This is an optimization exercise on Yosys and OpenROAD, whose aim is small area, a short achievable clock period and few clock cycles per item, not a production implementation.
The RTL was checked by simulation tests, not by an equivalence proof against the original design.
Power figures rest on the tool's default switching activity, not on a simulated workload.

== run 1 ==
// fpalu
module fpalu (
    input  wire        clk,
    input  wire        rst,           
    input  wire        in_valid,
    output wire        in_ready,
    input  wire [4:0]  in_op,
    input  wire [31:0] in_a,
    input  wire [31:0] in_b,
    output reg         out_valid,
    output reg  [31:0] out_result
);
Size in the first run: about 4300 cells after synthesis, roughly 340 flip-flops, roughly 110 I/O pins.
export LEC_CHECK = 0
export CAP_MARGIN = 20
export CORE_MARGIN = 2
export CORE_UTILIZATION = 40
export SLEW_MARGIN = 20
create_clock -name core_clock -period 22.0 [get_ports {clk}]
standard.sh (not shown) runs the stock make flow with config.mk's settings and CLKGATE_MAP_FILE= SYNTH_SCRIPT=/design/flow/synth_recipe.tcl, a recipe that flattens the netlist after the stock synthesis.
==> flow/flow/run.sh <==
#!/bin/bash
# Standard layout, with the timing repair aiming for 16 ns of setup slack
# (a ~6 ns clock) instead of 0: the design's clock and constraints
# are unchanged, only the repair works harder on the longest paths.
set -euo pipefail
export SETUP_SLACK_MARGIN=16
bash standard.sh > standard_flow.log 2>&1
Having completed the whole flow, run 1 delivered a layout that passed the timing, design-rule and antenna checks.
Testbench counts of run 1, summed over its fixed seeds: cycles 40,040, items 40,000.
#### Input delta (run 2 over run 1)
==> flow/flow/run.sh <==
#!/bin/bash
# Standard layout, with the timing repair aiming for 16.5 ns of setup slack
# (a ~5.5 ns clock) instead of 0: the design's clock and constraints
# are unchanged, only the repair works harder on the longest paths.
set -euo pipefail
export SETUP_SLACK_MARGIN=16.5
bash standard.sh > standard_flow.log 2>&1
==> comparison <==
Run 2: critical path depth is 12 lower than what run 1 reported. Between run 1 and run 2, the difference in final area is negligible. Compared with run 1, run 2 shows via count of the routed design higher by 168. The lower reg-to-reg setup timing slack came out of run 1. Between run 2 and run 1, the cell count figures differ only marginally. Measured against each other, run 1 and run 2 differ in wire length, the lower figure coming from run 1.
diff inputs: run 2 => run 3
==> flow/run.sh (new file) <==
#!/bin/bash
# synth_recipe.tcl (not shown) runs the flow's synth.tcl, then flattens the netlist and writes it again
# the make line also repeats each setting of config.mk as NAME=value (left out here)
make -C /OpenROAD-flow-scripts/flow DESIGN_CONFIG=/design/flow/config.mk WORK_HOME=/design/flow/orfs CLKGATE_MAP_FILE= SYNTH_SCRIPT=/design/flow/synth_recipe.tcl finish
removed: flow/flow/run.sh
removed: flow/standard.sh
[summary]
Reported for run 2 and run 3, post-cts hold buffer count turned out identical to the last digit. Post-layout minimum cycle time on run 3 is up relative to run 2. STATUS routed wire length: run 3 wins against run 2. On met3 usage in global routing, run 2 and run 3 are neck and neck. From run 2 to run 3 the numbers moved as follows: total power consumption of the routed design saw little to no change; number of buffer and inverter stages on the critical path up 4; data arrival time of the worst path +5.58 ns; layout filler cell count closely matched the old numbers. The run with more setup slack is run 2; run 3 has less. On final standard cell count with taps included and fillers excluded, run 2 and run 3 are basically level.

* * *

fpalu, a different RTL version from the one above (not shown whole).
Size: about 4,100 cells after synthesis.
Design fpalu, start of the top module:
module fpalu (
    input  wire        clk,
    input  wire        rst,           
    input  wire        in_valid,
    output wire        in_ready,
    input  wire [4:0]  in_op,
    input  wire [31:0] in_a,
    input  wire [31:0] in_b,
    output reg         out_valid,
    output reg  [31:0] out_result
);
==> flow/config.mk <==
export PLATFORM = sky130hd
export DESIGN_NAME = fpalu
export DESIGN_NICKNAME = fpalu
export VERILOG_FILES = /design/flow/design.v
export SDC_FILE = /design/flow/constraint.sdc
export NUM_CORES = 4
export LEC_CHECK = 0
export CAP_MARGIN = 20
export CORE_MARGIN = 2
export CORE_UTILIZATION = 55
export SLEW_MARGIN = 20
==> flow/constraint.sdc <==
create_clock -name core_clock -period 22.0 [get_ports {clk}]
set_input_delay 4.4000 -clock core_clock [delete_from_list [all_inputs] [get_ports {clk}]]
set_output_delay 4.4000 -clock core_clock [all_outputs]
set_load 0.01 [all_outputs]
==> flow/flow/run.sh <==
#!/bin/bash
# The standard layout (bash standard.sh: the standard flow's synthesis and ORFS flow), with
# two changes to how the layout is optimised; the clock, its period and the
# constraints are the design's own:
#  - the timing repair after placement, CTS and global routing aims for
#    16.5 ns of setup slack instead of 0, so it sizes the longest paths for
#    a clock of about 5.5 ns;
#  - every input and output port still gets its own buffer, but a buf_2
#    instead of the delay cell buffer_ports picks by default.
# The make output goes to standard_flow.log, each tool's own log to
# orfs/logs/.
set -euo pipefail
export SETUP_SLACK_MARGIN=16.5
export BUFFER_PORTS_ARGS="-buffer_cell sky130_fd_sc_hd__buf_2"
bash standard.sh > standard_flow.log 2>&1
Testbench counts at the start, summed over its fixed seeds: cycles 40,040, items 40,000.
Edit:
--- a/flow/config.mk
+++ b/flow/config.mk
@@ -10 +10,4 @@
-export CORE_UTILIZATION = 55
+export CORE_UTILIZATION = 40
+export CTS_BUF_LIST = sky130_fd_sc_hd__clkbuf_16
+export CTS_CLUSTER_DIAMETER = 60
+export CTS_CLUSTER_SIZE = 16
Final area rises by 1.8%.
Setup slack got worse by 0.024 ns.
Critical path depth is unchanged.
Clock-buffer cell count falls by 4.
Global-route usage falls by 9.8 points.
Final cell count rises by 6.2%.
Hold slack improved by 0.043 ns.
Sequential power barely changes.
Routed wire length falls by 0.62%.
Power rises by 2.9%.
Edit:
--- a/flow/config.mk
+++ b/flow/config.mk
@@ -11,3 +10,0 @@
-export CTS_BUF_LIST = sky130_fd_sc_hd__clkbuf_16
-export CTS_CLUSTER_DIAMETER = 60
-export CTS_CLUSTER_SIZE = 16
After rerunning: Synthesized cell count does not change. Power drops by 1.6%. Sequential share of layout area hardly moves. Register-to-register slack stays flat. Sequential cell count stays the same. Die area is unchanged. Sequential power barely changes.
Edit:
--- a/flow/config.mk
+++ b/flow/config.mk
@@ -10,0 +11,2 @@
+export CTS_CLUSTER_DIAMETER = 80
+export CTS_CLUSTER_SIZE = 30
What happened: First-iteration DRC count decreases by about 2.2%. Register-to-register slack hardly moves. Non-clock buffer count increases by 4. Power decreases by about 1.8%. Clock skew increases by 0.040 ns.

## what the ideal ports hide
The flow's constraints put no driver on any port. The routed layouts listed below were extracted and timed again, unchanged, in two steps. Step 1 sets driving cells, clkbuf_16 on the clock port and buf_2 on the other inputs (assumed; they add their load-dependent delay and slew). Step 2 times the ports against the registers' clock, not the clock port: input delays grow and output delays shrink by t, the midpoint of the rising clock arrivals with the driver on. a / b / c = ideal / step 1 / step 2; a / b = the first two.
| run | shift t [ns] | setup WS [ns] | worst setup path after step 2 | worst register clock-pin slew, ns |
|---|---|---|---|---|
| run 1 | 0.704 | 16.017 / 16.017 / 16.017 | register to register | 0.07 / 0.07 |
| run 2 | 0.704 | 16.539 / 16.467 / 16.739 | register to register | 0.07 / 0.07 |
| run 3 | 0.706 | 15.882 / 15.882 / 15.882 | register to register | 0.07 / 0.07 |
| the first run of note 2 | 0.647 | 16.574 / 16.508 / 16.647 | register to register | 0.07 / 0.07 |
| the second run of note 2 | 0.680 | 16.550 / 16.485 / 16.610 | register to register | 0.07 / 0.07 |
| the third run of note 2 | 0.672 | 16.555 / 16.490 / 16.607 | register to register | 0.07 / 0.07 |
| the fourth run of note 2 | 0.738 | 16.472 / 16.399 / 16.609 | register to register | 0.10 / 0.10 |
After both steps setup and hold are still met in every run listed.
